Background: an optimization exercise with open tools, aiming at small area and a short achievable clock period. Do not read the settings as production practice.
The RTL was checked by simulation tests, not by an equivalence proof against the original design.
Power is estimated from default activity; no workload was simulated.

File: design/flow/design.v
module mf_normalize (
    input  wire [2:0]  e_in,
    input  wire        sat_in,
    input  wire [10:0] m_in,
    output reg  [6:0]  y
);
    reg [2:0]  n;
    reg        big;
    reg [3:0]  w;
    integer    i;
    always @* begin
        n   = 3'd0;
        big = m_in[10];                  
        for (i = 4; i < 10; i = i + 1)
            if (m_in[i]) n = i - 3;
        w = 4'd0;
        for (i = 0; i < 7; i = i + 1)
            if (n == i) w = m_in[i +: 4];
        if (sat_in || big || (n > e_in))
            y = 7'h70;
        else
            y = {e_in - n, w};
    end
endmodule
module mf_adder (
    input  wire [7:0]  a,
    input  wire [7:0]  b,           
    input  wire        swp,
    input  wire [2:0]  d,
    output wire [10:0] x,
    output wire        s,
    output wire        tie
);
    wire       sB = swp ? b[7] : a[7];
    wire       sS = swp ? a[7] : b[7];
    wire [3:0] mB = swp ? b[3:0] : a[3:0];
    wire [3:0] mS = swp ? a[3:0] : b[3:0];
    wire [10:0] xS = {7'd0, mS} << d;
    wire [6:0]  hi = xS[10:4];
    wire [3:0]  lo = xS[3:0];
    wire        hiz = (hi == 7'd0);
    wire        same = (a[7] == b[7]);
    wire [4:0]  r   = {1'b0, lo} + {1'b0, mB ^ {4{!same}}} + {4'd0, !same};
    wire        c   = r[4];
    wire        bor = !same && !c && hiz;    
    wire [3:0]  l4  = bor ? (~r[3:0] + 4'd1) : r[3:0];
    wire [6:0]  h7  = hi + (same ? {6'd0, c} : ((!c && !hiz) ? 7'h7F : 7'd0));
    assign x   = {h7, l4};
    assign tie = !same && hiz && c && (r[3:0] == 4'd0);
    assign s   = (same || bor) ? sB : sS;
endmodule
module mf_multiplier (
    input  wire [7:0] a,
    input  wire [7:0] b,
    output wire [7:0] p,
    output wire [2:0] e,
    output wire       sat,
    output wire       under,
    output wire       s
);
    wire [3:0] esum = {1'b0, a[6:4]} + {1'b0, b[6:4]};
    wire [3:0] eb   = esum - 4'd2;
    assign s     = a[7] ^ b[7];
    assign p     = a[3:0] * b[3:0];
    assign under = (esum < 4'd2);
    assign sat   = (esum >= 4'd9);
    assign e     = eb[2:0];
endmodule
module mf_converter (
    input  wire [31:0] f,
    output reg  [7:0]  exact_y,
    output reg         exact_absent,
    output reg  [7:0]  approx_y
);
    wire        fs = f[31];
    wire [7:0]  fx = f[30:23];
    wire [22:0] ff = f[22:0];
    wire        xz = (fx == 8'd0);
    wire        is_zero = xz && !po[22];
    wire [22:0] po;
    genvar g;
    assign po[0] = ff[0];
    for (g = 1; g < 23; g = g + 1) begin : g_po
        assign po[g] = po[g - 1] | ff[g];
    end
    wire [7:0] j   = 8'd147 - fx;
    wire       neg = (fx <= 8'd124) || ((fx <= 8'd147) && po[j[4:0]]);
    integer i;
    wire       z14 = !po[13];
    reg  [3:0] u;
    always @* begin
        u = 4'd0;
        for (i = 14; i < 23; i = i + 1)
            if (ff[i] && u == 4'd0) u = 23 - i;
    end
    wire       xin  = (fx >= 8'd125) && (fx <= 8'd140);
    wire [3:0] xo   = fx[3:0] - 4'd13;                  
    wire [4:0] eo1  = {1'b0, xo} - {1'b0, u};           
    wire [5:0] eo2  = {2'b0, xo} - {1'b0, u, 1'b0} + 6'd3;   
    wire [3:0] top  = {1'b1, ff[22:20]};
    reg        psat;
    reg  [6:0] pos;
    always @* begin
        psat = eo1[4] || (eo1[3:0] > 4'd6);
        if (u <= 4'd3) begin
            pos  = {eo1[2:0], top >> (2'd3 - u[1:0])};
        end else begin
            if (eo2[5]) psat = 1'b1;
            pos  = {eo2[2:0], top};
        end
        if (!xin || !z14) psat = 1'b1;
    end
    wire [6:0] pres = psat ? 7'h70 : pos;
    reg [6:0] nres;
    always @* begin
        if (xz || fx <= 8'd124) nres = 7'h00;
        else if (fx >= 8'd129)  nres = 7'h70;
        else                    nres = {3'd0, top >> (2'd3 - fx[1:0] + 2'd1)};
    end
    always @* begin
        exact_absent = !is_zero && neg;
        if (is_zero)
            exact_y = {fs, 7'd0};
        else
            exact_y = {fs, pres};
        if (is_zero)
            approx_y = {fs, 7'd0};
        else
            approx_y = {fs, neg ? nres : pres};
    end
endmodule
module mf_tof32 (
    input  wire [7:0]  v,
    output wire [11:0] y
);
    reg [10:0] t;
    always @* begin
        case (v[6:0])
            7'h00: t = 11'h000;
            7'h01: t = 11'h3e8;
            7'h02: t = 11'h3f0;
            7'h03: t = 11'h3f4;
            7'h04: t = 11'h3f8;
            7'h05: t = 11'h3fa;
            7'h06: t = 11'h3fc;
            7'h07: t = 11'h3fe;
            7'h08: t = 11'h400;
            7'h09: t = 11'h401;
            7'h0a: t = 11'h402;
            7'h0b: t = 11'h403;
            7'h0c: t = 11'h404;
            7'h0d: t = 11'h405;
            7'h0e: t = 11'h406;
            7'h0f: t = 11'h407;
            7'h10: t = 11'h000;
            7'h11: t = 11'h3f0;
            7'h12: t = 11'h3f8;
            7'h13: t = 11'h3fc;
            7'h14: t = 11'h400;
            7'h15: t = 11'h402;
            7'h16: t = 11'h404;
            7'h17: t = 11'h406;
            7'h18: t = 11'h408;
            7'h19: t = 11'h409;
            7'h1a: t = 11'h40a;
            7'h1b: t = 11'h40b;
            7'h1c: t = 11'h40c;
            7'h1d: t = 11'h40d;
            7'h1e: t = 11'h40e;
            7'h1f: t = 11'h40f;
            7'h20: t = 11'h000;
            7'h21: t = 11'h3f8;
            7'h22: t = 11'h400;
            7'h23: t = 11'h404;
            7'h24: t = 11'h408;
            7'h25: t = 11'h40a;
            7'h26: t = 11'h40c;
            7'h27: t = 11'h40e;
            7'h28: t = 11'h410;
            7'h29: t = 11'h411;
            7'h2a: t = 11'h412;
            7'h2b: t = 11'h413;
            7'h2c: t = 11'h414;
            7'h2d: t = 11'h415;
            7'h2e: t = 11'h416;
            7'h2f: t = 11'h417;
            7'h30: t = 11'h000;
            7'h31: t = 11'h400;
            7'h32: t = 11'h408;
            7'h33: t = 11'h40c;
            7'h34: t = 11'h410;
            7'h35: t = 11'h412;
            7'h36: t = 11'h414;
            7'h37: t = 11'h416;
            7'h38: t = 11'h418;
            7'h39: t = 11'h419;
            7'h3a: t = 11'h41a;
            7'h3b: t = 11'h41b;
            7'h3c: t = 11'h41c;
            7'h3d: t = 11'h41d;
            7'h3e: t = 11'h41e;
            7'h3f: t = 11'h41f;
            7'h40: t = 11'h000;
            7'h41: t = 11'h408;
            7'h42: t = 11'h410;
            7'h43: t = 11'h414;
            7'h44: t = 11'h418;
            7'h45: t = 11'h41a;
            7'h46: t = 11'h41c;
            7'h47: t = 11'h41e;
            7'h48: t = 11'h420;
            7'h49: t = 11'h421;
            7'h4a: t = 11'h422;
            7'h4b: t = 11'h423;
            7'h4c: t = 11'h424;
            7'h4d: t = 11'h425;
            7'h4e: t = 11'h426;
            7'h4f: t = 11'h427;
            7'h50: t = 11'h000;
            7'h51: t = 11'h410;
            7'h52: t = 11'h418;
            7'h53: t = 11'h41c;
            7'h54: t = 11'h420;
            7'h55: t = 11'h422;
            7'h56: t = 11'h424;
            7'h57: t = 11'h426;
            7'h58: t = 11'h428;
            7'h59: t = 11'h429;
            7'h5a: t = 11'h42a;
            7'h5b: t = 11'h42b;
            7'h5c: t = 11'h42c;
            7'h5d: t = 11'h42d;
            7'h5e: t = 11'h42e;
            7'h5f: t = 11'h42f;
            7'h60: t = 11'h000;
            7'h61: t = 11'h418;
            7'h62: t = 11'h420;
            7'h63: t = 11'h424;
            7'h64: t = 11'h428;
            7'h65: t = 11'h42a;
            7'h66: t = 11'h42c;
            7'h67: t = 11'h42e;
            7'h68: t = 11'h430;
            7'h69: t = 11'h431;
            7'h6a: t = 11'h432;
            7'h6b: t = 11'h433;
            7'h6c: t = 11'h434;
            7'h6d: t = 11'h435;
            7'h6e: t = 11'h436;
            7'h6f: t = 11'h437;
            7'h70: t = 11'h000;
            7'h71: t = 11'h420;
            7'h72: t = 11'h428;
            7'h73: t = 11'h42c;
            7'h74: t = 11'h430;
            7'h75: t = 11'h432;
            7'h76: t = 11'h434;
            7'h77: t = 11'h436;
            7'h78: t = 11'h438;
            7'h79: t = 11'h439;
            7'h7a: t = 11'h43a;
            7'h7b: t = 11'h43b;
            7'h7c: t = 11'h43c;
            7'h7d: t = 11'h43d;
            7'h7e: t = 11'h43e;
            7'h7f: t = 11'h43f;
            default: t = 11'h000;
        endcase
    end
    assign y = {v[7], t};
endmodule
module minifloat_pipe (
    input  wire        clk,
    input  wire        rst,
    input  wire        in_valid,
    input  wire [4:0]  op,
    input  wire [31:0] a,
    input  wire [31:0] b,
    output wire [31:0] y,
    output reg  [1:0]  st,
    output reg         out_valid
);
    localparam ST_OK      = 2'd0;
    localparam ST_ABSENT  = 2'd1;
    localparam ST_ILLEGAL = 2'd2;
    wire [2:0] dab = a[6:4] - b[6:4];
    wire [2:0] dba = b[6:4] - a[6:4];
    wire       bgt = (b[6:4] > a[6:4]);
    reg [4:0]  op_q;
    reg [31:0] a_q;
    reg [7:0]  b_q;
    reg        swp_q;
    reg [2:0]  d_q;
    reg        v1;
    always @(posedge clk) begin
        if (rst) v1 <= 1'b0;
        else     v1 <= in_valid;
        op_q  <= op;
        a_q   <= a;
        b_q   <= b[7:0];
        swp_q <= bgt;
        d_q   <= bgt ? dba : dab;
    end
    wire [7:0] va = a_q[7:0];
    wire [7:0] vb = b_q;
    wire        is_add = (op_q[4:1] == 4'b0110);
    wire [10:0] add_x;
    wire        add_s, add_tie;
    mf_adder u_add (.a(va), .b({vb[7] ^ op_q[0], vb[6:0]}), .swp(swp_q), .d(d_q),
                    .x(add_x), .s(add_s), .tie(add_tie));
    wire [2:0]  add_e = swp_q ? vb[6:4] : va[6:4];
    wire [7:0] mul_p;
    wire [2:0] mul_e;
    wire       mul_sat, mul_under, mul_s;
    mf_multiplier u_mul (.a(va), .b(vb), .p(mul_p), .e(mul_e), .sat(mul_sat),
                         .under(mul_under), .s(mul_s));
    wire [7:0] xfrom_y, afrom_y;
    wire       xfrom_absent;
    mf_converter u_conv (.f(a_q), .exact_y(xfrom_y), .exact_absent(xfrom_absent),
                         .approx_y(afrom_y));
    reg [10:0] o_d;
    reg [2:0]  ne_d;
    reg        nsat_d, rs_d, rz_d;
    reg [1:0]  cls_d, st_d;
    always @* begin
        o_d    = 11'd0;
        ne_d   = 3'd0;
        nsat_d = 1'b0;
        rs_d   = 1'b0;
        rz_d   = 1'b0;
        cls_d  = 2'd1;
        st_d   = ST_OK;
        case (op_q)
            5'd0:  o_d = 11'd0;
            5'd1:  o_d = 11'h21;
            5'd2:  o_d = {3'd0, a_q[16], a_q[10:8], va[3:0]};
            5'd3:  o_d = {10'd0, va[7]};
            5'd4:  o_d = {8'd0, va[6:4]};
            5'd5:  o_d = {7'd0, va[3:0]};
            5'd6:  o_d = {10'd0, va[7]};
            5'd7:  o_d = {10'd0, ~va[7]};
            5'd8:  o_d = (va[6:0] == 7'd0) ? 11'd0 : (va[7] ? 11'hFF : 11'h01);
            5'd9:  o_d = {10'd0, (va == vb)};
            5'd10: begin
                cls_d  = 2'd0;
                o_d    = {1'b0, a_q[9:0]};
                ne_d   = a_q[26:24];
                nsat_d = (a_q[31:24] >= 8'd7) || (a_q[23:10] != 14'd0);
            end
            5'd11: o_d = {3'd0, va ^ 8'h80};
            5'd12, 5'd13: begin
                cls_d  = 2'd0;
                ne_d   = add_e;
                nsat_d = (add_e == 3'd7);
                rs_d   = add_s && !add_tie;
                rz_d   = add_tie;
            end
            5'd14: begin
                cls_d  = 2'd0;
                o_d    = {3'd0, mul_p};
                ne_d   = mul_e;
                nsat_d = mul_sat;
                rs_d   = mul_s;
                rz_d   = mul_under;
            end
            5'd15: begin
                cls_d  = 2'd2;
                o_d    = {3'd0, va};
            end
            5'd16: begin
                if (xfrom_absent) st_d = ST_ABSENT;
                else              o_d  = {3'd0, xfrom_y};
            end
            5'd17: o_d = {3'd0, afrom_y};
            default: st_d = ST_ILLEGAL;
        endcase
    end
    wire [10:0] x_d = is_add ? add_x : o_d;
    reg [10:0] x_q;
    reg [2:0]  ne_q;
    reg        nsat_q, rs_q, rz_q;
    reg [1:0]  cls_q, st2_q;
    reg        v2;
    always @(posedge clk) begin
        if (rst) v2 <= 1'b0;
        else     v2 <= v1;
        x_q    <= x_d;
        ne_q   <= ne_d;
        nsat_q <= nsat_d;
        rs_q   <= rs_d;
        rz_q   <= rz_d;
        cls_q  <= cls_d;
        st2_q  <= st_d;
    end
    wire [6:0] norm_y;
    mf_normalize u_norm (.e_in(ne_q), .sat_in(nsat_q), .m_in(x_q), .y(norm_y));
    wire [11:0] tof_y;
    mf_tof32 u_tof (.v(x_q[7:0]), .y(tof_y));
    reg [7:0]  r_d;
    reg [11:0] h_d;
    always @* begin
        r_d = 8'd0;
        h_d = 12'd0;
        case (cls_q)
            2'd0:    r_d = rz_q ? {rs_q, 7'd0} : {rs_q, norm_y};
            2'd1:    r_d = x_q[7:0];
            default: h_d = tof_y;
        endcase
    end
    reg [7:0]  r_q;
    reg [11:0] h_q;
    always @(posedge clk) begin
        if (rst) out_valid <= 1'b0;
        else     out_valid <= v2;
        r_q <= r_d;
        h_q <= h_d;
        st  <= st2_q;
    end
    assign y = {h_q, 12'd0, r_q};
endmodule
File: design/flow/flow/run.sh
#!/bin/bash
set -euo pipefail
export BUFFER_PORTS_ARGS="-buffer_cell sky130_fd_sc_hd__buf_2"
bash standard.sh SETUP_SLACK_MARGIN=11 finish > standard.log 2>&1
File: design/flow/standard.sh
#!/bin/bash
# synth_recipe.tcl (not shown) runs the flow's synth.tcl, then flattens the netlist and writes it again
# the make line also repeats each setting of config.mk as NAME=value (left out here)
make -C /OpenROAD-flow-scripts/flow DESIGN_CONFIG=/design/flow/config.mk WORK_HOME=/design/flow/orfs CLKGATE_MAP_FILE= SYNTH_SCRIPT=/design/flow/synth_recipe.tcl "${@:-finish}"
File: design/flow/config.mk
export PLATFORM = sky130hd
export DESIGN_NAME = minifloat_pipe
export DESIGN_NICKNAME = minifloat_pipe
export VERILOG_FILES = /design/flow/design.v
export SDC_FILE = /design/flow/constraint.sdc
export NUM_CORES = 4
export LEC_CHECK = 0
export CAP_MARGIN = 20
export CORE_MARGIN = 2
export CORE_UTILIZATION = 65
export SLEW_MARGIN = 20
File: design/flow/constraint.sdc
create_clock -name core_clock -period 15.0 [get_ports {clk}]
set_input_delay 3.0000 -clock core_clock [delete_from_list [all_inputs] [get_ports {clk}]]
set_output_delay 3.0000 -clock core_clock [all_outputs]
set_load 0.01 [all_outputs]
==> metrics list, run 1 <==
- For this run, the leading register cell type out of synthesis is dfxtp_1.
- Of the total power, the share spent switching nets is between 30% and 40%.
- Number of cells in the finished layout apart from fillers: about 880
- Initial antenna violation count: 0
* Routed length per instance: around 17 um
- Combined area of the multi-input logic cells: roughly 3900 um^2
- In the final timing run, aggregate negative setup slack is 0 ns.
* Via density: 6.15
- Chip width: about 100 um
- Combinational fraction of design power: a little over a third
- The hold violation total from the final report came to 0.
- The internal portion of the total power is 0.448 mW.
* Total grt overflow: 0
- Clock period minus worst slack: slightly below 4 ns
- Peak per-stage delay on the critical path: ~0.29 ns
- TritonCTS clock tree: built
- Final-stage net count: approximately 890
* Core area: 9150 um^2
* Hold worst-path end: st[0]$_DFF_P_
* Synthesized instance count: about 700
- Yosys Warn Count: 4
- Entering global routing, the biggest net connects 20 pins.
- The mapped netlist covers just over 6000 um^2.
- The later pin in the worst-skew pair is clocked with a latency of 0.37 ns.
- First-pass iteration count of the detailed router: 6
- Reported net switching power: about 0.27 mW
* Overall via count from detail_route: between 5000 and 6000
- Worst endpoint required time: between 15 and 20 ns
- Clock Skews: between 0.01 and 0.015 ns
- The critical path goes through buf_2 -> ha_4 -> a21o_1 -> a21oi_2 -> a31oi_4 -> mux2i_1 -> xor2_1.
- In this run the critical register-to-register path is captured at x_q[6]$_DFF_P_.
* Slowest cell on the critical path: ha_4
- In this design, the largest share of critical-path delay is due to compound AO/OA/AOI/OAI gates.
- Number of placed cells counting well taps: roughly 850
- The initialized floorplan defines 35 standard-cell rows.
- The filler cells instantiated in the layout total 700.
* Iteration-0 DRC count of the detailed router: roughly 450
- The via count of the first global-routing pass is 4902.
- At the pin with the least slew margin, the transition time is approximately 1 ns.
- Critical Path End Type: flip-flop
* Maximum vdd ir drop: between 0.00006 and 0.00007 V
- After legalization and detailed placement, the total HPWL measured between 10 and 15 mm.
- H-tree depth: 3
- Total die area: roughly 10000 um^2
- Cell variety after synth: a little over 80
- Measured against its own limit, the worst slew margin works out to around 33%.
* Final setup violation count: 0
- Cell count of the worst hold path: 0
- The sequential cells in the finished layout cover a total of ~1900 um^2.
- Routability-driven placement finished with a final weighted congestion of 0.955.
- Clock-pin slew was measured on the worst setup and hold paths at approximately 0.11 ns.
- Number of max-capacitance violations reported: 0
* Number of buffers created by CTS: 9
- DRT Wirelength: around 15 mm
- Synthesis-to-finish area growth: 11.8%
* Bufs on Longest Clock Path: 2
- In this run, flip-flops and latches consume 41.1% of the power.
* Ports placed on the boundary: between 100 and 150
- Worst Path Class, Setup: in2reg
* Post-synth ARST share: 0%
* Number of flops mapped to enable cells by yosys: 0
- The repair_antennas step left the layout with diodes totalling 0.
- Maximum net fanout on the critical path: 4
* Fraction of the yosys area taken by sequential cells: 30.4%
- Beginning of the worst register-to-register path: op_q[0]$_DFF_P_
- Main area contributors after synthesis: dfxtp_1, ha_1, fa_1
- The flow ran to the end and the layout has no timing, DRC or antenna violations.
- Of the cells placed in the final design, the portion with a size suffix greater than 1 is 20.0%.
- The number of buffers and inverters on the critical path is 1.
* P per Cell Area: 106 nW/um^2
- Reg2Reg Setup Slack: roughly 11 ns
- The first global-routing pass estimated approximately 24 mm of wire.
- At the worst endpoint, the arrival time is 4.23 ns.
- In this run the static leakage power is about 3.1 nW.
- Number of synthesized register bits: between 90 and 100
* Depth of the worst register-to-register path: 17
- In this run the remaining antenna-violating nets after routing total 0.
- The share of total power dissipated in the clock network is roughly a quarter.
* Startpoint kind of the worst setup timing path: input port
* Root Driver: clkbuf_8
- For this design, the CTS-stage hold fixing added 0 buffers.
- Number of buffer cells added on primary ports: 70
- The die is around 100 um tall.
- After layout, the worst path uses a little over a quarter of the clock period.
- Summed over all instances, the cell type with the most area after synthesis is dfxtp_1.
- HP Start: st2_q[0]$_SDFF_PP0_
- Global-route usage over all layers: between 20% and 30%
* Class of the most critical hold timing path: reg2reg
- Share of the synthesized area in the top cell type: 30.4%
- Sink count of the clock tree: just over 90
- Dividing the synthesized area by the synthesized cell count gives 8.61 um^2.
- Initial cell density of the core: around 66%
* Unrepaired setup endpoints after global routing: no
- The number of max-slew violations in the final report is 0.
- Static timing analysis puts the maximum clock frequency at 254 MHz.
- In the routed design, unresolved DRC markers number 0.
[cells in the final DEF, fill, tap and decap left out, types with 4 or more instances in the layout]
cell,count
dfxtp_1,81
buf_2,69
inv_1,55
nor2_1,52
ha_1,47
nand2_1,46
a21oi_1,44
o21ai_0,36
nor2b_1,20
nor3_1,19
mux2i_1,15
a21o_1,14
xnor2_1,14
buf_4,14
xor2_1,12
conb_1,12
a211oi_1,11
nand3_1,11
and2_1,10
fa_1,10
clkbuf_8,9
nand2b_1,7
dfxtp_2,7
nand4_1,6
o22ai_1,6
a32oi_1,5
mux2_2,4
and3_1,4
nor3b_1,4
nor4_1,4
o211ai_1,4
dfxtp_4,4
[logic make-up after synthesis]
group	after synthesis	synth area share (%)
buf+inv	106	8.27
fa+ha+maj	62	14.3
flops	92	30.4
xor+xnor	31	4.98
other cells	1	0.0619
compound gates	175	19.4
mux	22	4.40
simple gates	214	18.2
[worst reg2reg max path: cells and delay by family (launching register included)]
kind	cells	cell delay, ns
compound gates	6	1.14
flops	1	0.43
buf+inv	3	0.30
simple gates	3	0.40
fa+ha+maj	3	0.76
xor+xnor	2	0.76
[metal layers]
metal	vias to the layer above	global-route usage [%]	part of all wire (%)
met5	-	0	0
met4	0	10.7	1.9
met3	27	5.41	8.2
met2	270	49.5	48
met1	2511	39.0	42
li1	2578	-	-
[stage by stage]
| stage | area, um^2 | hold WS [ns] | total power, mW | utilization, % | setup slack, ns |
|---|---|---|---|---|---|
| global route | 6770 | 0.350 | 0.765 | 73.9 | 10.99 |
| finish | 6770 | 0.338 | 0.720 | 73.9 | 11.07 |
| CTS | 6620 | 0.340 | 0.706 | 72.3 | 11.00 |
| global placement | 6330 | 0.313 | 0.522 | 69.2 | 10.54 |
| detailed placement | 6330 | 0.313 | 0.532 | 69.2 | 10.47 |
| floorplan | 6130 | 0.310 | 0.474 | - | 10.93 |
[sequential cells by signal, summed over array words and instances (netlist names), 2 cells and up]
register and count:
a_q 32, b_q 8, cls_q 2, d_q 3, h_q 9, ne_q 3
op_q 5, r_q 8, st 2, st2_q 2, x_q 11
[worst max-delay path by stage]
stage                     cells after the start            start                  to  slack (ns)
after floorplan                               7             a[5]      d_q[2]$_DFF_P_       10.93
after global placement                       15  op_q[0]$_DFF_P_      x_q[6]$_DFF_P_       10.54
after detailed placement                     16  op_q[0]$_DFF_P_      x_q[6]$_DFF_P_       10.47
after CTS                                    16   d_q[0]$_DFF_P_      x_q[6]$_DFF_P_       11.00
after global routing                         19  op_q[0]$_DFF_P_  x_q[10]$_SDFF_PN0_       10.99
final                                         7             b[5]      d_q[2]$_DFF_P_       11.07
[final cells by class]
| type | instances | share of cell area (%) |
|---|---|---|
| multi-input combinational | 516 | 57.1 |
| inverter | 57 | 3.35 |
| clock inverter | 7 | 1.26 |
| clock buffer | 9 | 1.83 |
| timing repair buffer | 84 | 6.82 |
| tap | 111 | 2.05 |
| sequential | 92 | 27.6 |
[cell usage after synthesis, drive strengths merged (4+ instances only)]
cell,number
inv,56
nor3b,4
o21ai,39
and2,10
and4,4
xor2,13
o211ai,4
nand2,48
nor3,20
nand2b,7
ha,50
nand4,6
a21o,14
o22ai,6
a21oi,46
dfxtp,92
nor2b,20
and3,5
mux2i,15
mux2,4
nor4,5
clkbuf,27
nand3,11
buf,22
a32oi,5
fa,12
a211oi,11
xnor2,16
nor2,54
[timing repair]
action                                  CTS  global route
setup buffers                             3            11
resized for setup                        21            20
endpoints found under the setup margin   12            10
hold endpoints to repair                  0             0
pin swaps                                 2             6
[power groups by stage]
stage | clock network, mW | logic [mW] | registers, mW
after floorplan | 0 | 0.195 | 0.279
after global placement | 0 | 0.224 | 0.298
after detailed placement | 0 | 0.232 | 0.300
after CTS | 0.171 | 0.240 | 0.295
after global routing | 0.185 | 0.281 | 0.299
final | 0.170 | 0.254 | 0.296
==> run 2: changes to the inputs <==
--- a/design/flow/config.mk
+++ b/design/flow/config.mk
@@ -9,3 +9,4 @@
 export CORE_MARGIN = 2
-export CORE_UTILIZATION = 65
+export CORE_UTILIZATION = 40
+export CTS_BUF_LIST = sky130_fd_sc_hd__clkbuf_8
 export SLEW_MARGIN = 20
==> metrics list, run 2 <==
- Most used DFF post-synth: dfxtp_1
- The largest registers in the layout are a_q: 32 flops, x_q: 11 flops, h_q: 9 flops.
- Floorplan row count: between 40 and 50
- Core area: between 10000 and 15000 um^2
* Routed length per instance: around 16 um
- After clock tree synthesis, the clock-pin slew on the worst setup and hold paths is approximately 0.090 ns.
- The min-delay analysis places its worst path in the category reg2reg.
- Hold worst-path end: st[1]$_DFF_P_
- For this run, the top clock speed supported by timing is between 200 and 300 MHz.
- Via density: around 5.6
* Initial cell density of the core: roughly two fifths
* Bufs on Longest Clock Path: 2
* HP Start: st2_q[1]$_DFF_P_
- More flip-flops sit in one register than any other, and that register is a_q.
- Sequential elements use 30.4% of the synthesized area.
- Crit Reg-Reg Endpoint: x_q[6]$_DFF_P_
- Data on the critical path arrives at its endpoint at between 4 and 5 ns.
- STA puts the critical path data required time at between 15 and 20 ns.
- dfxtp_1 is the most common cell in the netlist.
- Share of the synthesized area in the top cell type: between 30% and 40%
* Maximum net fanout on the critical path: 3
- First-pass iteration count of the detailed router: 5
* DRC violations left: 0
- Final HPWL DP: about 12 mm
* Global-route wire length before repair: approximately 25 mm
- Number of hold violations in the final report: 0
- Later-pin clock latency in the skew report: 0.38 ns
- After synthesis, the mean cell area works out to 8.61 um^2.
- The critical path is of the in2reg type.
- The register with the most flip-flops in the layout has 32 of them.
- LEAKAGE: 3.12 nW
* Commonest cells in the synthesized netlist: dfxtp_1, inv_1, nor2_1, ha_1, nand2_1
* Number of buffers created by CTS: 9
- Initial antenna violation count: 0
- Summed over all layers, the routed wires come to approximately 15 mm.
- Period utilization: between 20% and 30%
- Routability congestion estimate from global placement: ~0.9
- Sink count of the clock tree: 92
* Ports placed on the boundary: approximately 110
- The number of max-slew violations in the final report is 0.
* Sum of internal, switching and leakage power: roughly 0.73 mW
* TritonCTS clock tree: built
- Number of hold buffers added after cts: 0
- Number of fill cells: 1448
- Run status: finished clean
- The post-route netlist has between 10% and 20% of its cells at a drive strength greater than 1.
- Power spread over the standard cell area amounts to about 110 nW/um^2.
- For this run, the total global-route usage over all layers was measured as a little under a fifth.
- Leaving out fill and tap cells, the most frequent cells in the layout are dfxtp_1, buf_2, inv_1.
- Main area contributors after synthesis: dfxtp_1, ha_1, fa_1
- The number of antenna diodes in the final layout is 0.
- STA classifies the critical path endpoint as a flip-flop.
- Unrepaired setup endpoints after global routing: yes
- In this run the cell area measured after placement is roughly 6400 um^2.
- Entering global routing, the biggest net connects 18 pins.
* Vertical die dimension: 127 um
- Post-synth ARST share: 0%
* Depth of the worst register-to-register path: 16
- Total grt overflow: 0
- Root Driver: clkbuf_8
* Synthesized instance count: approximately 700
* Number of max-capacitance violations reported: 0
* Clock period minus worst slack: a little under 4 ns
- Reg2Reg Setup Slack: between 10 and 15 ns
- Leaving out filler cells and counting taps, the final layout contains 945.
* Total die area: 16100 um^2
- Vias in the first global route: slightly below 5000
- Final setup violation count: 0
- The synthesized netlist contains between 80 and 90 unique library cells.
* Overall via count from detail_route: 5270
- Post-synthesis instance area: approximately 6000 um^2
- Buffers placed on the I/O ports in this run total 70.
* Footprint of the flip-flops and latches: roughly 1900 um^2
* Iteration-0 DRC count of the detailed router: 428
- The synthesized design contains 92 register bits.
- Most common cell after layout, fill and taps aside: dfxtp_1
- Leading area contributor after synthesis: dfxtp_1
- Startpoint kind of the worst setup timing path: input port
* Cell count of the worst hold path: 0
- In this run the critical register-to-register path is launched from d_q[0]$_DFF_P_.
- In the final timing run, aggregate negative setup slack is 0 ns.
- Clock Skews: 0.0172 ns
* Final std cell area, no fill: between 6000 and 7000 um^2
- IR analysis of the VDD net gives a maximum drop of 0.0000572 V.
* Transition at the pin with the smallest max-transition slack: 1.02 ns
* Number of flops mapped to enable cells by yosys: 0
- The floorplan step set the die width to ~130 um.
- Final-stage net count: approximately 900
* Yosys Warn Count: 4
* Synthesis-to-finish area growth: 12.7%
- Number of placed cells counting well taps: 919
- H-tree depth: 3
- Combined area of the multi-input logic cells: approximately 3800 um^2
- In this run the remaining antenna-violating nets after routing total 0.
* Slew Limit Headroom: 31.9%
==> run 2: layout make-up <==
| cell class | instances | area share (%) |
|---|---|---|
| Clock buffer | 10 | 2.02 |
| Inverter | 57 | 3.32 |
| Clock inverter | 6 | 1.39 |
| Multi-Input combinational cell | 516 | 56.2 |
| Timing Repair Buffer | 80 | 6.27 |
| Tap cell | 184 | 3.37 |
| Sequential cell | 92 | 27.5 |
==> run 2: timing repair <==
| action | 4_1_cts | 5_1_grt |
|---|---|---|
| endpoints found under the setup margin | 12 | 11 |
| pin swaps | 1 | 5 |
| cloned | 0 | 0 |
| resized for setup | 21 | 15 |
| buffers inserted | 1 | 9 |
==> run 2: critical path, cell delays in order <==
cell	delay, ns
buf_4	0.15
inv_12	0.04
ha_4	0.27
a21o_1	0.12
a21oi_2	0.06
a31oi_4	0.18
mux2i_1	0.23
xor2_1	0.15
==> run 2: report_power, final <==
part	internal [mW]	total (mW)	switching (mW)	leakage [nW]
Combinational	0.115	0.246	0.131	2.23
Clock	0.0998	0.189	0.0892	0.117
Sequential	0.262	0.294	0.0325	0.768
Total	0.476	0.729	0.253	3.12
==> run 2: how the worst max path moves through the flow <==
stage | end | slack [ns] | startpoint
floorplan | d_q[2]$_DFF_P_ | 10.93 | a[5]
global placement | x_q[6]$_DFF_P_ | 10.55 | op_q[0]$_DFF_P_
detailed placement | x_q[10]$_SDFF_PN0_ | 10.46 | op_q[0]$_DFF_P_
CTS | x_q[10]$_SDFF_PN0_ | 11.00 | b_q[7]$_DFF_P_
global route | x_q[6]$_DFF_P_ | 10.97 | d_q[0]$_DFF_P_
finish | d_q[2]$_DFF_P_ | 11.08 | a[5]
==> run 2: cells by family after synthesis <==
| family | share of synthesized area [%] |
|---|---|
| compound gates | 19.4 |
| xor+xnor | 4.98 |
| fa+ha+maj | 14.3 |
| buf+inv | 8.27 |
| flops | 30.4 |
| mux | 4.40 |
| other cells | 0.0619 |
| simple gates | 18.2 |
==> run 2: per-layer routing <==
| metal | track usage (%) | share of wire [%] | vias to the layer above |
|---|---|---|---|
| met5 | 0 | 0 | - |
| li1 | - | - | 2575 |
| met1 | 26.6 | 48 | 2489 |
| met3 | 2.97 | 5.3 | 16 |
| met2 | 30.4 | 45 | 190 |
| met4 | 5.69 | 1.3 | 0 |
==> run 2: metrics by stage <==
step | worst slack (ns) | hold WS, ns | utilization (%)
6_report | 11.08 | 0.342 | 46.6
5_1_grt | 10.97 | 0.351 | 46.6
4_1_cts | 11.00 | 0.343 | 45.8
3_5_place_dp | 10.46 | 0.322 | 43.9
3_3_place_gp | 10.55 | 0.316 | 43.9
2_1_floorplan | 10.93 | 0.310 | -
==> run 3: changes to the inputs <==
--- a/design/flow/config.mk
+++ b/design/flow/config.mk
@@ -10,3 +10,2 @@
 export CORE_UTILIZATION = 40
-export CTS_BUF_LIST = sky130_fd_sc_hd__clkbuf_8
 export SLEW_MARGIN = 20
==> metrics list, run 3 <==
- In this run the tightest slew margin relative to its limit is roughly a third.
* Vertical die dimension: about 130 um
* Class of the most critical hold timing path: reg2reg
- Across the run, the number of max-cap violations was 0.
* First-pass iteration count of the detailed router: 5
- Register with the highest flop count: a_q
* Most common cell after layout, fill and taps aside: dfxtp_1
* Initial cell density of the core: 41.3%
- Share of cells above drive strength 1: between 10% and 20%
- On the worst path, the slowest cell contributes a delay of 0.28 ns.
* Core area: 14600 um^2
- The worst-case IR drop observed on VDD is 0.0000548 V.
- After detailed routing, the average wire length per cell comes to approximately 16 um.
* Synthesized instance count: ~700
- Number of synthesized register bits: 92
* Post-synthesis instance area: about 6000 um^2
* Critical Path End Type: flip-flop
- P per Cell Area: 114 nW/um^2
- Floorplan row count: between 40 and 50
- Most frequent cell after synthesis: dfxtp_1
* Chip width: between 100 and 150 um
- H-tree depth: 3
- Maximum net fanout on the critical path: 4
- Largest net degree at the start of global routing: 18
- Number of buffers created by CTS: 9
- At the worst endpoint, the arrival time is 4.18 ns.
- Share of the synthesized area in the top cell type: 30.4%
- Sorting the synthesized cells by area gives the leading types as dfxtp_1, ha_1, fa_1.
- Later-pin clock latency in the skew report: ~0.35 ns
- The largest registers in the layout are a_q: 32 flops, x_q: 11 flops, h_q: 9 flops.
* Sink count of the clock tree: 92
- The register with the most flip-flops in the layout has 32 of them.
- Average instance area after synthesis: around 8.6 um^2
* Final sum of negative setup slack: 0 ns
- Commonest cells in the synthesized netlist: dfxtp_1, inv_1, nor2_1, ha_1, nand2_1
- Clock transition time at the flip-flop clock pins of the worst setup and hold paths: approximately 0.060 ns
- The detail route stage leaves a number of antenna-violating nets equal to 0.
- DRC violations left: 0
- Number of diodes: 0
* Clock period minus worst slack: about 3.9 ns
- Input and output buffers added on the ports amount to 70.
- Counting distinct cell types in the post-synthesis netlist gives a little over 80.
* Final max-slew violation count: 0
* Vias in the first global route: between 4000 and 5000
- Critical Path Source: b[5]
- Routability-driven placement finished with a final weighted congestion of around 0.9.
- STA puts the critical path data required time at between 15 and 20 ns.
* Run status: finished clean
- On the final layout, the worst clock skew is 0.00998 ns.
- Final setup violation count: 0
- In the routed layout, each cell is associated on average with a via count of about 5.6.
* Total grt overflow: 0
- Of the synthesized area, sequential elements account for between 30% and 40%.
* Yosys Warn Count: 4
- Beginning of the worst register-to-register path: d_q[0]$_DFF_P_
- Iteration-0 DRC count of the detailed router: between 400 and 500
- The hold violation total from the final report came to 0.
* TritonCTS clock tree: built
* Most used DFF post-synth: dfxtp_1
* Leading area contributor after synthesis: dfxtp_1
* Overall via count from detail_route: approximately 5200
- In this run, post-CTS hold repair placed 0 buffers.
- Leaving out fill and tap cells, the most frequent cells in the layout are dfxtp_1, buf_2, inv_1.
- The number of antenna violations at the first check in global routing was 0.
- Global routing used a little under a fifth of the available tracks.
* Final-stage net count: 890
* HP Start: st2_q[1]$_DFF_P_
* Final HPWL DP: about 12 mm
- Maximum frequency from static timing analysis: 256 MHz
- LEAKAGE: about 3.2 nW
- Startpoint kind of the worst setup timing path: input port
* Post-synth ARST share: 0%
- The final critical path takes up a little over a quarter of the cycle.
- Counting along the longest clock path gives a buffer depth of 2.
* Worst Path Class, Setup: in2reg
- Cell chain of the critical path: buf_2 -> ha_4 -> a21o_1 -> a21oi_2 -> a31oi_4 -> mux2i_1 -> xor2_1
- Relative to the synthesized area, the layout overhead comes to 14.6%.
* DRT Wirelength: about 15 mm
- Once layout is complete, the utilization of the core stands at 47.4%.
- Root Driver: clkbuf_16
* Global-route wire length before repair: roughly 25 mm
* Slowest cell on the critical path: ha_4
- In this run, synthesis inferred 0 flip-flops with an integrated enable.
* Total die area: approximately 16000 um^2
- Unrepaired setup endpoints after global routing: yes
- At the pin with the least slew margin, the transition time is 1.02 ns.
* Ports placed on the boundary: between 100 and 150
-- run 3: cell counts after synthesis --
No cell type changed its count.
-- run 3: where the power goes --
group / internal, mW / switching (mW)
Combinational: 0.115 / 0.131
Clock: 0.152 / 0.0978
Sequential: 0.262 / 0.0328
-- run 3: cell families (layout without fill, tap and decap cells) --
family | after synthesis | after routing | synth area share [%]
mux | 22 | 22 | 4.40
simple gates | 214 | 214 | 18.2
xor+xnor | 31 | 31 | 4.98
buf+inv | 106 | 153 | 8.27
other cells | 1 | 12 | 0.0619
fa+ha+maj | 62 | 62 | 14.3
compound gates | 175 | 175 | 19.4
flops | 92 | 92 | 30.4
-- run 3: critical path: cells and delay by family --
family          cells  cell delay [ns]
compound gates      3             0.36
xor+xnor            1             0.15
fa+ha+maj           1             0.28
buf+inv             1             0.14
mux                 1             0.23
-- run 3: routing by layer --
metal	track usage (%)	wire length (um)	vias up
met5	0	0	-
met4	4.20	119	0
met3	3.89	889	8
met2	30.6	6940	194
met1	26.7	7270	2465
li1	-	-	2580
-- run 3: final cells by class --
class	instances	area [um^2]
flip-flops and latches	92	1870
inverters	57	226
clock inverters	6	95.1
fillers	1429	7710
well taps	184	230
multi-input cells	516	3840
clock buffers	10	239
repair buffers	80	432
-- run 3: worst paths after layout --
check                                 endpoint  slack, ns  depth (start not counted)
worst max-delay path            d_q[2]$_DFF_P_      11.09                          7
worst min-delay path             st[1]$_DFF_P_       0.33                          0
worst max register to register  x_q[6]$_DFF_P_      11.15                         16
worst min register to register   st[1]$_DFF_P_       0.33                          0
-- run 3: repair_timing --
action | 4_1_cts | 5_1_grt
pin swaps | 1 | 5
hold endpoints to repair | 0 | 0
resized for setup | 20 | 18
setup buffers | 1 | 9
setup endpoints to repair | 12 | 12
-- run 3: metrics by stage --
step | instances | worst slack, ns | instance area (um^2) | power (mW) | hold slack [ns]
after global routing | 945 | 10.96 | 6930 | 0.841 | 0.344
after detailed placement | 919 | 10.46 | 6420 | 0.533 | 0.322
after CTS | 936 | 11.01 | 6810 | 0.788 | 0.337
after global placement | 919 | 10.55 | 6420 | 0.526 | 0.316
final | 945 | 11.09 | 6930 | 0.790 | 0.334
after floorplan | 714 | 10.93 | 6130 | 0.474 | 0.310
==> run 4: changes to the inputs <==
==> design/flow/flow/run.sh (replaced) <==
#!/bin/bash
set -euo pipefail
export BUFFER_PORTS_ARGS="-buffer_cell sky130_fd_sc_hd__buf_1"
bash standard.sh SETUP_SLACK_MARGIN=11 finish > standard.log 2>&1
==> metrics list, run 4 <==
- The flow ran to the end and the layout has no timing, DRC or antenna violations.
- Final HPWL DP: ~12 mm
* Cell variety after synth: just over 80
* HP Start: st2_q[0]$_SDFF_PP0_
- Measured on the finished design, the core utilization comes to ~47%.
- Dividing the final minimum period by the clock period gives about a quarter.
- For the worst flop-to-flop path, the logic depth is 16.
* Chip width: approximately 130 um
- In the routed design, unresolved DRC markers number 0.
- Reported net switching power: between 0.2 and 0.3 mW
- Most frequent cells in the layout: dfxtp_1, buf_1, inv_1
- Initial antenna violation count: 0
* Number of buffers created by CTS: 9
- The initialized floorplan defines 44 standard-cell rows.
* Unrepaired setup endpoints after global routing: no
- Later-pin clock latency in the skew report: 0.35 ns
- For the final database, setup skew stands at between 0.008 and 0.009 ns.
- Root Driver: clkbuf_16
* Startpoint kind of the worst setup timing path: input port
- For the finished layout, the period the worst path requires is approximately 3.9 ns.
- Summing over every cut layer, the via total after detailed routing is around 5200.
* Slew Limit Headroom: between 30% and 40%
- The count of buffers added on input and output ports is 70.
- Total die area: roughly 16000 um^2
- Setup slack on the critical path of the routed design comes to 11.10 ns.
- The Yosys step of the flow raised 4 warnings.
* Ports placed on the boundary: about 110
* Class of the most critical hold timing path: reg2reg
* Clock transition time at the flip-flop clock pins of the worst setup and hold paths: approximately 0.07 ns
- The hold violation total from the final report came to 0.
* Largest registers: a_q: 32 flops, x_q: 11 flops, h_q: 9 flops
- Of the total power, combinational logic draws roughly a third.
- Of the cells placed in the final design, the portion with a size suffix greater than 1 is between 10% and 20%.
* Global-route usage over all layers: around a fifth
* Maximum frequency from static timing analysis: 257 MHz
- Internal power comes to 0.514 mW.
- The count of cells in the finished layout, fillers not included, comes to 943.
- Vertical die dimension: 127 um
- Maximum vdd ir drop: between 0.00009 and 0.0001 V
- LEAKAGE: 2.93 nW
- The cell area that synthesis handed to floorplanning was between 6000 and 7000 um^2.
- Fraction of the yosys area taken by sequential cells: 30.4%
- At the worst endpoint, the required time is roughly 15 ns.
* Vias in the first global route: a little under 5000
- For this design, the sink count on the clock tree is a little over 90.
* H-tree depth: 3
* TritonCTS clock tree: built
- Most frequent cell after synthesis: dfxtp_1
- Total grt overflow: 0
- After filler insertion, the fill cell instance count of the layout stands at between 1000 and 1500.
* Sum of internal, switching and leakage power: 0.772 mW
* Count of antenna-violating nets left after detailed routing: 0
* Transition at the pin with the smallest max-transition slack: about 1.0 ns
* Max FFs per register: 32
- The number of max-slew violations in the final report was 0.
- Bufs on Longest Clock Path: 2
- Worst Path Class, Setup: in2reg
- P per Cell Area: 113 nW/um^2
- DRT Wirelength: 15.2 mm
- In this run the mean area of a mapped cell was between 8 and 9 um^2.
- First-pass iteration count of the detailed router: 6
- In the routed layout, each cell is associated on average with a via count of ~5.5.
- Number of synthesized register bits: between 90 and 100
- In this run, post-CTS hold repair placed 0 buffers.
* Initial cell density of the core: around two fifths
* Synthesized instance count: between 700 and 800
- Sequential cells account for 38.5% of the total power.
* Beginning of the worst register-to-register path: d_q[0]$_DFF_P_
- Along the worst hold path, the cell count comes to 0.
- Counting flops per register, the top entry is a_q.
- Global-route wire length before repair: roughly 25 mm
- After the last flow step, the layout net total stands at between 800 and 900.
- Of the post-synthesis cell area, the dominant cell type holds around 30%.
* Pre-CTS WS: roughly 10 ns
- Leading area contributor after synthesis: dfxtp_1
- Critical Path End Type: flip-flop
- Final sum of negative setup slack: 0 ns
* Reg2Reg Setup Slack: between 10 and 15 ns
* Post-synth ARST share: 0%
* Number of diodes: 0
* Main area contributors after synthesis: dfxtp_1, ha_1, fa_1
- Number of max-capacitance violations reported: 0
- Net switching is 33.4% of the power.
- After detailed routing, the average wire length per cell comes to approximately 16 um.
- Setup violations remaining at the end of the flow were counted as 0.
- In this run, synthesis inferred 0 flip-flops with an integrated enable.
- Data on the critical path arrives at its endpoint at 4.17 ns.
- Most used DFF post-synth: dfxtp_1
- Commonest cells in the synthesized netlist: dfxtp_1, inv_1, nor2_1, ha_1, nand2_1
* Most common cell after layout, fill and taps aside: dfxtp_1
- Number of placed cells counting well taps: about 920
* Iteration-0 DRC count of the detailed router: roughly 360
* Clock power frac: a little under a third
- Core area: between 10000 and 15000 um^2
- Synthesis-to-finish area growth: 12.8%
- Of all nets on the critical path, the largest fanout is 4.
- The endpoint identified for the worst register-to-register timing path is x_q[6]$_DFF_P_.
- Routability congestion estimate from global placement: between 0.8 and 0.9
- The path with the worst hold slack has its endpoint at st[0]$_DFF_P_.
- Largest net degree at the start of global routing: 18
==> run 4: cell counts after synthesis <==
Identical to the previous run, type by type.
==> run 4: area by class of cell <==
class	count	area (um^2)	share of cell area, %
multi-input combinational	516	3850	56.4
sequential	92	1870	27.3
timing repair buffer	78	339	4.96
clock buffer	11	253	3.70
tap	184	230	3.37
inverter	57	226	3.32
clock inverter	5	58.8	0.861
==> run 4: metal layers <==
metal  vias to the layer above  share of wire (%)  global-route usage, %  wire length, um
met4                         0                2.2                   7.63              334
met3                        24                5.6                   4.23              851
li1                       2558                  -                      -                -
met2                       179                 44                   29.0             6720
met1                      2418                 48                   26.2             7250
met5                         -                  0                      0                0
==> run 4: power groups by stage <==
stage | Clock, mW | Combinational [mW] | Sequential [mW]
after floorplan | 0 | 0.195 | 0.279
after global placement | 0 | 0.223 | 0.300
after detailed placement | 0 | 0.229 | 0.301
after CTS | 0.240 | 0.233 | 0.296
after global routing | 0.249 | 0.273 | 0.300
final | 0.232 | 0.243 | 0.297
==> run 4: timing repair <==
action / in CTS / in global routing
setup buffers: 2 / 6
setup endpoints to repair: 13 / 12
hold endpoints to repair: 0 / 0
pin swaps: 1 / 9
resized for setup: 18 / 29
==> run 4: critical path: stages <==
cell     delay, ns
buf_4         0.14
ha_4          0.28
a21o_1        0.12
a21oi_2       0.06
a31oi_4       0.18
mux2i_1       0.23
xor2_1        0.17
==> run 4: cell families after synthesis <==
logic type                 Yosys count  synth area share (%)
other                                1                0.0619
and+or+nand+nor                    214                  18.2
muxes                               22                  4.40
buffers and inverters              106                  8.27
xor gates and xnor gates            31                  4.98
adders and majority gates           62                  14.3
AOI/OAI and AO/OA                  175                  19.4
DFF                                 92                  30.4
==> run 4: stage by stage <==
step | cell area [um^2] | hold slack, ns
floorplan | 6130 | 0.310
detailed placement | 6340 | 0.328
finish | 6830 | 0.340
global route | 6830 | 0.352
CTS | 6690 | 0.347
global placement | 6340 | 0.314
==> run 4: worst max path at each step <==
| stage | start | endpoint | slack, ns | cells past startpoint |
|---|---|---|---|---|
| final | b[5] | d_q[2]$_DFF_P_ | 11.10 | 7 |
| after detailed placement | a[5] | d_q[2]$_DFF_P_ | 10.41 | 8 |
| after global routing | b[5] | d_q[2]$_DFF_P_ | 10.99 | 7 |
| after CTS | a_q[7]$_DFF_P_ | x_q[10]$_SDFF_PN0_ | 10.96 | 19 |
| after global placement | a[5] | d_q[2]$_DFF_P_ | 10.46 | 8 |
| after floorplan | a[5] | d_q[2]$_DFF_P_ | 10.93 | 7 |
==> run 5: changes to the inputs <==
--- a/design/flow/config.mk
+++ b/design/flow/config.mk
@@ -9,3 +9,4 @@
 export CORE_MARGIN = 2
-export CORE_UTILIZATION = 40
+export CORE_UTILIZATION = 65
+export CTS_BUF_LIST = sky130_fd_sc_hd__clkbuf_8
 export SLEW_MARGIN = 20
==> metrics list, run 5 <==
* Fraction of the mapped netlist area in adder cells: 14.3%
* Core area: slightly above 9000 um^2
- The clock reaches the later pin of the worst-skew pair after approximately 0.37 ns.
- Cell variety after synth: 81
* Routability congestion estimate from global placement: 0.959
- In this run the static leakage power is 2.92 nW.
- The tree is rooted in a clkbuf_8.
* Share of cell area taken by muxes after synthesis: 4.40%
- Clock Skews: 0.0146 ns
- Routed length per instance: approximately 18 um
- Measured against its own limit, the worst slew margin works out to between 30% and 40%.
- Number of placed cells counting well taps: about 850
- The hold violation total from the final report was 0.
- Final setup violation count: 0
- The tool flagged a number of max-cap violations equal to 0.
- During synthesis, Yosys emitted a total of 4 warnings.
- Dominant combinational cell family by area after synthesis: compound AO/OA/AOI/OAI gates
* Clock period minus worst slack: around 4.0 ns
* Clock transition time at the flip-flop clock pins of the worst setup and hold paths: approximately 0.090 ns
- Largest net degree at the start of global routing: 18
* Cell count of the worst hold path: 0
- Critical Path End Type: flip-flop
- Initial cell density of the core: about two thirds
* Footprint of the flip-flops and latches: around 1900 um^2
- STA puts the critical path data required time at 15.25 ns.
- Share of cells above drive strength 1: between 10% and 20%
- DRC violations left: 0
* Number of flops mapped to enable cells by yosys: 0
- The first detailed-routing pass ran for 5 iterations.
- After synthesis the netlist holds a flip-flop and latch count of between 90 and 100.
- Synthesis-to-finish area growth: 10.9%
- At the worst endpoint, the arrival time is 4.25 ns.
* Global-route usage over all layers: slightly below 30%
- For the worst flop-to-flop path, the logic depth is 16.
- Most frequent cells in the layout: dfxtp_1, buf_1, inv_1
- Max FFs per register: 32
* Total die area: ~10000 um^2
- In this run the worst hold path is classified as reg2reg.
- Share of the synthesized area in compound gates (AO/OA/AOI/OAI): 19.4%
- Static timing analysis puts the maximum clock frequency at 250 MHz.
* Period utilization: between 20% and 30%
- Ports placed on the boundary: roughly 110
* Crit Reg-Reg Endpoint: x_q[6]$_DFF_P_
- The synthesized netlist devotes approximately 18% of its cell area to simple gates.
- P per Cell Area: 109 nW/um^2
- Sink count of the clock tree: between 90 and 100
- In the post-synthesis netlist, the cell with the most instances is dfxtp_1.
* Share of the synthesized area in the top cell type: 30.4%
* TritonCTS clock tree: built
- Global-route wire length before repair: approximately 24 mm
- The via count of the first global-routing pass was ~4900.
- The number of antenna violations at the first check in global routing was 0.
- H-tree depth: 3
- The number of max-slew violations in the final report came to 0.
- STA classifies the critical path startpoint as a flip-flop.
* Register with the highest flop count: a_q
- Summed over all layers, the routed wires come to between 15 and 20 mm.
- The die is 101 um wide.
- Synthesized instance count: 703
- Of the total synthesized cell area, the portion taken by XOR and XNOR cells is 4.98%.
- Overall via count from detail_route: roughly 5400
- Reg2Reg Setup Slack: around 11 ns
- Commonest cells in the synthesized netlist: dfxtp_1, inv_1, nor2_1, ha_1, nand2_1
- Counting flops with an async set or reset pin after synthesis yields a share of 0%.
* Main area contributors after synthesis: dfxtp_1, ha_1, fa_1
- For the final routed database, the setup TNS stands at 0 ns.
* Number of buffers created by CTS: 9
- Floorplan row count: 35
- Combined area of the multi-input logic cells: 3860 um^2
- Maximum net fanout on the critical path: 7
- For this run, the leading register cell type out of synthesis is dfxtp_1.
* Iteration-0 DRC count of the detailed router: approximately 470
* Number of cells in the finished layout apart from fillers: slightly below 900
- Unrepaired setup endpoints after global routing: no
- By startpoint and endpoint, the worst setup path is classified as reg2reg.
- Count of antenna-violating nets left after detailed routing: 0
- Number of diodes: 0
- The die is between 100 and 150 um tall.
- Leaving out fill and tap cells, the most frequent cell in the layout is dfxtp_1.
* Number of fill cells: 704
* Fraction of the yosys area taken by sequential cells: 30.4%
- Once detailed placement completed, the half-perimeter wirelength came to between 10 and 15 mm.
* Transition at the pin with the smallest max-transition slack: a little under 1 ns
- Via density: 6.19
- The average instance in the mapped netlist occupies around 8.6 um^2.
- Summing every instance area after synthesis gives about 6000 um^2.
- The final layout contains approximately 900 nets.
- The clock passes through at most 2 buffers.
- Hold worst-path end: st[1]$_DFF_P_
- The largest registers in the layout are a_q: 32 flops, x_q: 11 flops, h_q: 9 flops.
- In this run the critical register-to-register path is launched from b_q[1]$_DFF_P_.
- The worst-case IR drop observed on VDD is around 0.00007 V.
- Leading area contributor after synthesis: dfxtp_1
- After global routing the overflow that remains totals 0.
* Run status: finished clean
* Number of buffer cells added on primary ports: 70
* HP Start: st2_q[1]$_DFF_P_
run 5: cell count changes in the layout (fill, tap and decap cells not counted), moves of 2 or more:
cell / before / now
buf_4: 9 / 16
clkbuf_16: 9 / 0
clkbuf_8: 2 / 9
inv_8: 0 / 2
run 5: critical path: stages (launching register included):
cell,delay [ns]
dfxtp_1,0.42
mux4_2,0.52
mux2i_1,0.16
nor2_1,0.07
ha_1,0.36
nor2b_1,0.16
o21ai_1,0.20
and3b_2,0.26
nand2_4,0.08
o21ai_2,0.08
ha_2,0.20
inv_1,0.06
fa_2,0.41
xor2_2,0.26
o21ai_1,0.08
a221o_1,0.30
a211o_1,0.25
run 5: cells by family (layout without fill, tap and decap cells):
group,count (synthesis),count (layout)
flip-flops,92,92
XOR/XNOR,31,31
other,1,12
AO/OA/AOI/OAI,175,175
adder cells (fa/ha/maj),62,62
multiplexers,22,22
buffers and inverters,106,159
AND/OR/NAND/NOR,214,214
run 5: per-layer routing:
layer / vias up / GRT usage [%] / part of all wire (%)
met3: 33 / 4.02 / 7.5
met1: 2553 / 40.6 / 43
met2: 264 / 47.7 / 48
met5: - / 0 / 0
li1: 2587 / - / -
met4: 0 / 9.91 / 2.1
run 5: how the worst max path moves through the flow:
stage | cells after the start | startpoint | endpoint
finish | 16 | b_q[1]$_DFF_P_ | x_q[6]$_DFF_P_
CTS | 16 | d_q[0]$_DFF_P_ | x_q[6]$_DFF_P_
detailed placement | 8 | a[5] | d_q[2]$_DFF_P_
global route | 16 | d_q[0]$_DFF_P_ | x_q[6]$_DFF_P_
floorplan | 7 | a[5] | d_q[2]$_DFF_P_
global placement | 8 | a[5] | d_q[2]$_DFF_P_
run 5: where the power goes:
| part | total (mW) | internal (mW) | switching (mW) |
|---|---|---|---|
| Combinational | 0.260 | 0.120 | 0.139 |
| Sequential | 0.296 | 0.262 | 0.0340 |
| Clock | 0.179 | 0.0800 | 0.0991 |
| Total | 0.735 | 0.462 | 0.273 |
run 5: layout make-up:
type | instances | share of cell area, %
Clock buffer | 9 | 1.85
Sequential cell | 92 | 27.8
Inverter | 57 | 3.37
Multi-Input combinational cell | 516 | 57.6
Tap cell | 111 | 2.07
Timing Repair Buffer | 86 | 6.10
Clock inverter | 7 | 1.25
run 5: metrics by stage:
| step | util [%] | hold WS [ns] | worst slack, ns | power (mW) | instance area (um^2) |
|---|---|---|---|---|---|
| after detailed placement | 68.2 | 0.316 | 10.38 | 0.531 | 6240 |
| after global routing | 73.3 | 0.349 | 10.90 | 0.775 | 6710 |
| after floorplan | - | 0.310 | 10.93 | 0.474 | 6130 |
| after global placement | 68.2 | 0.313 | 10.44 | 0.520 | 6240 |
| after CTS | 71.2 | 0.344 | 10.99 | 0.713 | 6520 |
| final | 73.3 | 0.339 | 11.00 | 0.735 | 6710 |
run 5: timing repair:
| action | in CTS | in global routing |
|---|---|---|
| pin swaps | 2 | 13 |
| resized for setup | 25 | 24 |
| setup buffers | 1 | 15 |
| endpoints found under the setup margin | 13 | 10 |
| hold buffers | 0 | 0 |
==> run 6: changes to the inputs <==
--- a/design/flow/design.v
+++ b/design/flow/design.v
@@ -63,3 +63,7 @@
     assign s     = a[7] ^ b[7];
-    assign p     = a[3:0] * b[3:0];
+    wire [7:0] p0 = b[0] ? {4'd0, a[3:0]} : 8'd0;
+    wire [7:0] p1 = b[1] ? {3'd0, a[3:0], 1'b0} : 8'd0;
+    wire [7:0] p2 = b[2] ? {2'd0, a[3:0], 2'b0} : 8'd0;
+    wire [7:0] p3 = b[3] ? {1'd0, a[3:0], 3'b0} : 8'd0;
+    assign p     = (p0 + p1) + (p2 + p3);
     assign under = (esum < 4'd2);
==> metrics list, run 6 <==
- Setup repair after global routing could not meet its margin everywhere.
* Final-stage net count: a little over 900
- Most frequent cell after synthesis: dfxtp_1
- The post-route netlist has 11.0% of its cells at a drive strength greater than 1.
- During synthesis, Yosys emitted a total of 4 warnings.
- Across all setup checks in the final design, the least slack found is about 11 ns.
- Slew Limit Headroom: 41.5%
* Later-pin clock latency in the skew report: between 0.3 and 0.4 ns
- Global routing consumed, over all layers together, 31.7% of the routing resources.
- Synthesis handed over a netlist of about 700 instances.
- Worst endpoint required time: 15.30 ns
* Most common cell after layout, fill and taps aside: dfxtp_1
- Summing internal, switching and leakage power gives just over 0.7 mW.
- Combinational logic is responsible for a little under two fifths of the overall power.
* Depth of the worst register-to-register path: 20
* Largest net degree at the start of global routing: 18
* Seq pwr share: between 40% and 50%
- For this design the static power due to leakage is between 2 and 3 nW.
* Number of buffer cells added on primary ports: 70
- The area growth from synthesis to layout is 11.0%.
- Pre-CTS WS: between 10 and 15 ns
- Utilization after layout: between 70% and 80%
- The die covers between 9000 and 10000 um^2.
- By count the netlist is led by dfxtp_1, nor2_1, nand2_1, inv_1, a21oi_1.
- Measured along the x axis, the die boundary spans between 90 and 100 um.
- Fraction of the yosys area taken by sequential cells: between 30% and 40%
- For this run, the top clock speed supported by timing is roughly 250 MHz.
* Number of placed cells counting well taps: 859
* Final HPWL DP: between 10 and 15 mm
- Number of flops mapped to enable cells by yosys: 0
- Clock Skews: 0.0164 ns
- Synthesis inferred between 90 and 100 register bits.
* Number of hold violations in the final report: 0
- Most frequent cells in the layout: dfxtp_1, buf_1, nor2_1
- Number of diodes: 0
- Core area: 8810 um^2
- VDD sags by at most roughly 0.000070 V.
- The top cell type by area accounts for 30.8% of the synthesized area.
- The critical path starts at a[5].
- Final sum of negative setup slack: 0 ns
* Clock transition time at the flip-flop clock pins of the worst setup and hold paths: 0.10 ns
* Reg2Reg Setup Slack: between 10 and 15 ns
- Cell internal pwr: roughly 0.44 mW
* H-tree depth: 3
- Fill cells in the final layout number between 600 and 700.
- The mapped netlist covers 5970 um^2.
- With fillers left out, the area of the finished cells amounts to 6630 um^2.
* Number of buffers created by CTS: 9
- Summed over all instances, the cell type with the most area after synthesis is dfxtp_1.
* Max FFs per register: 32
- For this run the aggregate overflow at the end of global routing stands at 0.
* Ports placed on the boundary: 107
- The number of antenna violations at the first check in global routing is 0.
- Bufs on Longest Clock Path: 2
- Root Driver: clkbuf_8
* Number of cells in the finished layout apart from fillers: about 900
- Most used DFF post-synth: dfxtp_1
* Vertical die dimension: around 100 um
- Initial cell density of the core: 67.8%
- The flow ran to the end and the layout has no timing, DRC or antenna violations.
- Routability congestion estimate from global placement: ~0.9
- After layout, the worst path uses a little over a quarter of the clock period.
* Total cell area at the placement stage: a little over 6000 um^2
- The tightest min-delay check is of the reg2reg type.
* Count of antenna-violating nets left after detailed routing: 0
- Floorplan row count: 34
- Vias in the first global route: roughly 5300
* Reported net switching power: between 0.2 and 0.3 mW
- The clock drives 92 sinks.
- For this block, the routed nets add up to 15.6 mm of wire.
* Largest registers: a_q: 32 flops, x_q: 11 flops, h_q: 9 flops
* Switching fraction of total power: 38.2%
- Final hold slack: between 0.3 and 0.4 ns
- Startpoint kind of the worst setup timing path: input port
- Max-cap violations in this run came to 0.
- Beginning of the worst register-to-register path: op_q[0]$_DFF_P_
- Capturing instance or port of the critical path: d_q[2]$_DFF_P_
* Clock power frac: between 20% and 30%
- Overall via count from detail_route: 5516
* Global-route wire length before repair: 25.5 mm
- Crit Reg-Reg Endpoint: x_q[10]$_SDFF_PN0_
* Routed length per instance: ~18 um
- Number of hold buffers added after cts: 0
- a_q holds more flip-flops than any other register.
- Iteration-0 DRC count of the detailed router: ~420
- P per Cell Area: between 100 and 150 nW/um^2
- Transition at the pin with the smallest max-transition slack: 0.874 ns
* Post-synth ARST share: 0%
- After synthesis, the cell types taking the most area are dfxtp_1, ha_1, a21oi_1.
* First-pass iteration count of the detailed router: 5
- In the routed layout, each cell is associated on average with a via count of between 6 and 7.
- Maximum net fanout on the critical path: 3
* Average instance area after synthesis: around 8.3 um^2
- TritonCTS clock tree: built
* Cell variety after synth: 67
- Worst Path Class, Setup: in2reg
- Data on the critical path arrives at its endpoint at approximately 4.3 ns.
- STA classifies the critical path endpoint as a flip-flop.
- Clock period minus worst slack: ~4.0 ns
* DRC violations left: 0
- Setup violations remaining at the end of the flow were counted as 0.
- Final max-slew violation count: 0
[run 6: cell types whose count changed after synthesis, moves of 4 or more]
cell and delta:
nor2b_1 -5, a221oi_1 +4, buf_6 -4, a21oi_1 +7
clkbuf_1 +9, nor2_1 +13, nand2_1 +13, a22oi_1 +5
nand2b_1 -4, nand3_1 +8, o22ai_1 -4
[run 6: routing by layer]
metal / wire length, um / up-vias / global-route usage [%]
met2: 8000 / 267 / 56.2
met4: 263 / 0 / 9.38
met1: 6250 / 2602 / 39.4
li1: - / 2610 / -
met5: 0 / - / 0
met3: 1060 / 37 / 5.64
[run 6: area by class of cell]
| cell class | instances | area [um^2] | area share [%] |
|---|---|---|---|
| inverter | 55 | 219 | 3.30 |
| multi-input combinational | 535 | 3850 | 58.1 |
| clock inverter | 7 | 50.0 | 0.755 |
| clock buffer | 9 | 124 | 1.87 |
| sequential | 92 | 1870 | 28.3 |
| tap | 108 | 135 | 2.04 |
| timing repair buffer | 84 | 373 | 5.62 |
[run 6: cell families (layout without fill, tap and decap cells)]
| kind of cell | Yosys count | count (layout) | synth area share, % |
|---|---|---|---|
| AOI/OAI and AO/OA | 177 | 177 | 19.3 |
| buffers and inverters | 106 | 155 | 7.71 |
| and+or+nand+nor | 234 | 235 | 19.0 |
| DFF | 92 | 92 | 30.8 |
| other | 1 | 12 | 0.0628 |
| muxes | 20 | 20 | 4.06 |
| adders and majority gates | 62 | 62 | 14.6 |
| xor gates and xnor gates | 29 | 29 | 4.50 |
[run 6: critical path: stages]
cell,delay (ns)
clkbuf_4,0.18
inv_12,0.04
ha_4,0.28
a21o_1,0.14
a21oi_2,0.07
a31oi_4,0.18
mux2i_1,0.23
xor2_1,0.15
[run 6: repair_timing]
| action | 4_1_cts | 5_1_grt |
|---|---|---|
| gates cloned | 0 | 1 |
| endpoints found under the setup margin | 12 | 9 |
| pin swaps | 1 | 11 |
| gates resized for setup | 19 | 32 |
| setup buffers | 4 | 10 |
[run 6: power by group through the flow]
| stage | sequential, mW | clock [mW] | combinational (mW) |
|---|---|---|---|
| 6_report | 0.292 | 0.155 | 0.262 |
| 5_1_grt | 0.295 | 0.167 | 0.293 |
| 4_1_cts | 0.291 | 0.156 | 0.239 |
| 3_5_place_dp | 0.299 | 0 | 0.230 |
| 3_3_place_gp | 0.298 | 0 | 0.220 |
| 2_1_floorplan | 0.278 | 0 | 0.193 |
[run 6: how the worst min path moves through the flow]
stage / from / endpoint / cells past startpoint
2_1_floorplan: st2_q[0]$_SDFF_PP0_ / st[0]$_DFF_P_ / 0
3_3_place_gp: st2_q[0]$_SDFF_PP0_ / st[0]$_DFF_P_ / 0
3_5_place_dp: st2_q[1]$_DFF_P_ / st[1]$_DFF_P_ / 0
4_1_cts: st2_q[0]$_SDFF_PP0_ / st[0]$_DFF_P_ / 0
5_1_grt: st2_q[1]$_DFF_P_ / st[1]$_DFF_P_ / 0
6_report: st2_q[0]$_SDFF_PP0_ / st[0]$_DFF_P_ / 0

[afterwards: timing with drivers on the ports]
How much do the figures lean on ideal ports? The routed layouts below were timed once more, with nothing changed but the port constraints. Step 1 sets driving cells, clkbuf_16 on the clock port and buf_2 on the other inputs (assumed; they add their load-dependent delay and slew). Step 2 moves the port delays by t, midway between the first and last clock arrival at a register: inputs arrive t later, outputs are due t later. That takes back most of the time a late clock gives input paths. a / b / c = no drivers / after step 1 / after step 2; a / b = the first two.
run	t, ns	slack for setup (ns)	worst hold slack (ns)
run 1	0.398	11.066 / 11.067 / 10.669	0.338 / 0.338 / 0.338
run 2	0.400	11.082 / 11.091 / 10.690	0.342 / 0.342 / 0.342
run 3	0.383	11.090 / 11.100 / 10.717	0.334 / 0.334 / 0.334
run 4	0.387	11.104 / 11.094 / 10.714	0.340 / 0.340 / 0.340
run 5	0.399	10.996 / 10.996 / 10.624	0.339 / 0.339 / 0.339
run 6	0.395	11.034 / 11.044 / 10.649	0.331 / 0.331 / 0.331
After both steps setup and hold are still met in every run listed. For run 1, which loses most, drivers alone change the setup slack by +0.001 ns; drivers and shift together by -0.397 ns.
